Background: an optimization exercise with open tools, aiming at small area and a short achievable clock period. Do not read the settings as production practice. At most, simulation tests tie the RTL to the original design; equivalence was not proved.

==> module rqp_colq, before the edit <==
module rqp_colq (
    input  wire         clk,
    input  wire         rst,         
    input  wire         seed_load,   
    input  wire [7:0]   seed,        
    input  wire         in_valid,
    input  wire [127:0] in_data,     
    input  wire [3:0]   in_bits,     
    input  wire         in_prob,     
    input  wire [31:0]  in_mult,
    output reg          out_valid,
    output reg  [127:0] out_data,
    output reg  [31:0]  out_sum
);
    reg         v0;
    reg [127:0] d0;
    reg [3:0]   b0;
    reg         p0;
    reg [31:0]  m0;
    reg         sl0;
    reg [7:0]   sd0;
    always @(posedge clk) begin
        if (rst)
            v0 <= 1'b0;
        else
            v0 <= in_valid;
        d0  <= in_data;
        b0  <= in_bits;
        p0  <= in_prob;
        m0  <= in_mult;
        sl0 <= seed_load;     
        sd0 <= seed;
    end
    reg rst0;
    always @(posedge clk) rst0 <= rst;
    wire         draw = v0 & p0 & ~b0[3];
    wire [127:0] lanes;
    rqp_vprng u_prng (
        .clk   (clk),
        .rst   (rst0),
        .load  (sl0),
        .seed  (sd0),
        .step  (draw),
        .lanes (lanes)
    );
    wire [7:0] mask = b0[3] ? 8'hFF : ((8'd1 << b0[2:0]) - 8'd1);
    wire [127:0] q;
    genvar g;
    generate
        for (g = 0; g < 16; g = g + 1) begin : lane
            wire [7:0] c = p0 ? lanes[8*g +: 8] : 8'd128;
            rqp_rq_lane u_lane (
                .s    (d0[8*g +: 8]),
                .rot  (b0[2:0]),
                .m    (mask),
                .c    (c),
                .r    (q[8*g +: 8])
            );
        end
    endgenerate
    reg         v1;
    reg [127:0] q1;
    reg [31:0]  m1;
    always @(posedge clk) begin
        if (rst)
            v1 <= 1'b0;
        else
            v1 <= v0;
        q1 <= q;
        m1 <= m0;
    end
    reg [11:0] colsum;
    integer i;
    always @(*) begin
        colsum = 12'd0;
        for (i = 0; i < 16; i = i + 1)
            colsum = colsum + {4'd0, q1[8*i +: 8]};
    end
    reg         v2;
    reg [127:0] q2;
    reg [31:0]  m2;
    reg [11:0]  s2;
    always @(posedge clk) begin
        if (rst)
            v2 <= 1'b0;
        else
            v2 <= v1;
        q2 <= q1;
        m2 <= m1;
        s2 <= colsum;
    end
    always @(posedge clk) begin
        if (rst)
            out_valid <= 1'b0;
        else
            out_valid <= v2;
        out_data <= q2;
        out_sum  <= m2 * {20'd0, s2};
    end
endmodule
Settings: LEC_CHECK=0, CAP_MARGIN=20, CORE_MARGIN=2, CORE_UTILIZATION=40, SLEW_MARGIN=20; clock period 22.0 ns.
run.sh (not shown) runs the stock make flow with config.mk's settings and CLKGATE_MAP_FILE= SYNTH_SCRIPT=/design/flow/synth_recipe.tcl, a recipe that flattens the netlist after the stock synthesis.
==> next run, changes <==
--- a/flow/design.v
+++ b/flow/design.v
@@ -173,22 +173,49 @@
     reg         v2;
     reg [127:0] q2;
     reg [31:0]  m2;
+    reg [31:0]  m32;
     reg [11:0]  s2;
     always @(posedge clk) begin
         if (rst)
             v2 <= 1'b0;
         else
             v2 <= v1;
-        q2 <= q1;
-        m2 <= m1;
-        s2 <= colsum;
-    end
+        q2  <= q1;
+        m2  <= m1;
+        m32 <= m1 + {m1[30:0], 1'b0};    
+        s2  <= colsum;
+    end
+    wire [14:0] x = {3'b000, s2};
+    reg  [31:0] row [0:4];
+    reg  [3:0]  neg;
+    reg  [31:0] sel;
+    reg  [2:0]  a;
+    reg         e, n;
+    integer j;
+    always @(*) begin
+        for (j = 0; j < 5; j = j + 1) begin
+            e = (j == 0) ? 1'b0 : x[3*j-1];
+            n = x[3*j+2];
+            a = {x[3*j+2], x[3*j+1], x[3*j]} ^ {3{n}};
+            e = e ^ n;
+            case ({a[1], a[0], e})
+                3'b001, 3'b010: sel = m2;
+                3'b011, 3'b100: sel = {m2[30:0], 1'b0};
+                3'b101, 3'b110: sel = m32;
+                3'b111:         sel = {m2[29:0], 2'b00};
+                default:        sel = 32'd0;
+            endcase
+            row[j] = (sel ^ {32{n}}) << (3*j);
+            if (j < 4) neg[j] = n;
+        end
+    end
+    wire [31:0] negs = {20'd0, neg[3], 2'b00, neg[2], 2'b00, neg[1], 2'b00, neg[0]};
     always @(posedge clk) begin
         if (rst)
             out_valid <= 1'b0;
         else
             out_valid <= v2;
         out_data <= q2;
-        out_sum  <= m2 * {20'd0, s2};
+        out_sum  <= row[0] + row[1] + row[2] + row[3] + row[4] + negs;
     end
 endmodule
Global-route usage rises by 0.71 points.
Synthesized area came out lower by about 0.4%.
Setup slack got worse by 0.20 ns.
Synthesized cell count stays flat.
Wire length climbs by about 4.6%.
Design area stays flat.
For the second run of this note, only the layout was checked, not whether the RTL still works.

[what the ideal ports hide]
The results above use ideal ports. As a check the final layouts listed here were re-extracted and re-timed, cells and wires unchanged. Step 1 assumes that a clkbuf_16 drives the clock port and a buf_2 every other input. Step 2 also shifts input and output timing later by t, the mid clock arrival at the registers, as if the neighbouring blocks saw the same clock. Three values: ideal, step 1, step 2; two values: the first two.
run | t (ns) | slack for setup (ns) | worst hold slack (ns) | worst slew at a driven data input, ns | cell pins on the clock port's net
the first run | 0.752 | 15.167 / 15.167 / 15.167 | 0.310 / 0.310 / 0.310 | 0.08 | 1
the second run | 0.756 | 14.962 / 14.962 / 14.962 | 0.310 / 0.310 / 0.310 | 0.08 | 1
After both steps every run listed still meets setup and hold.
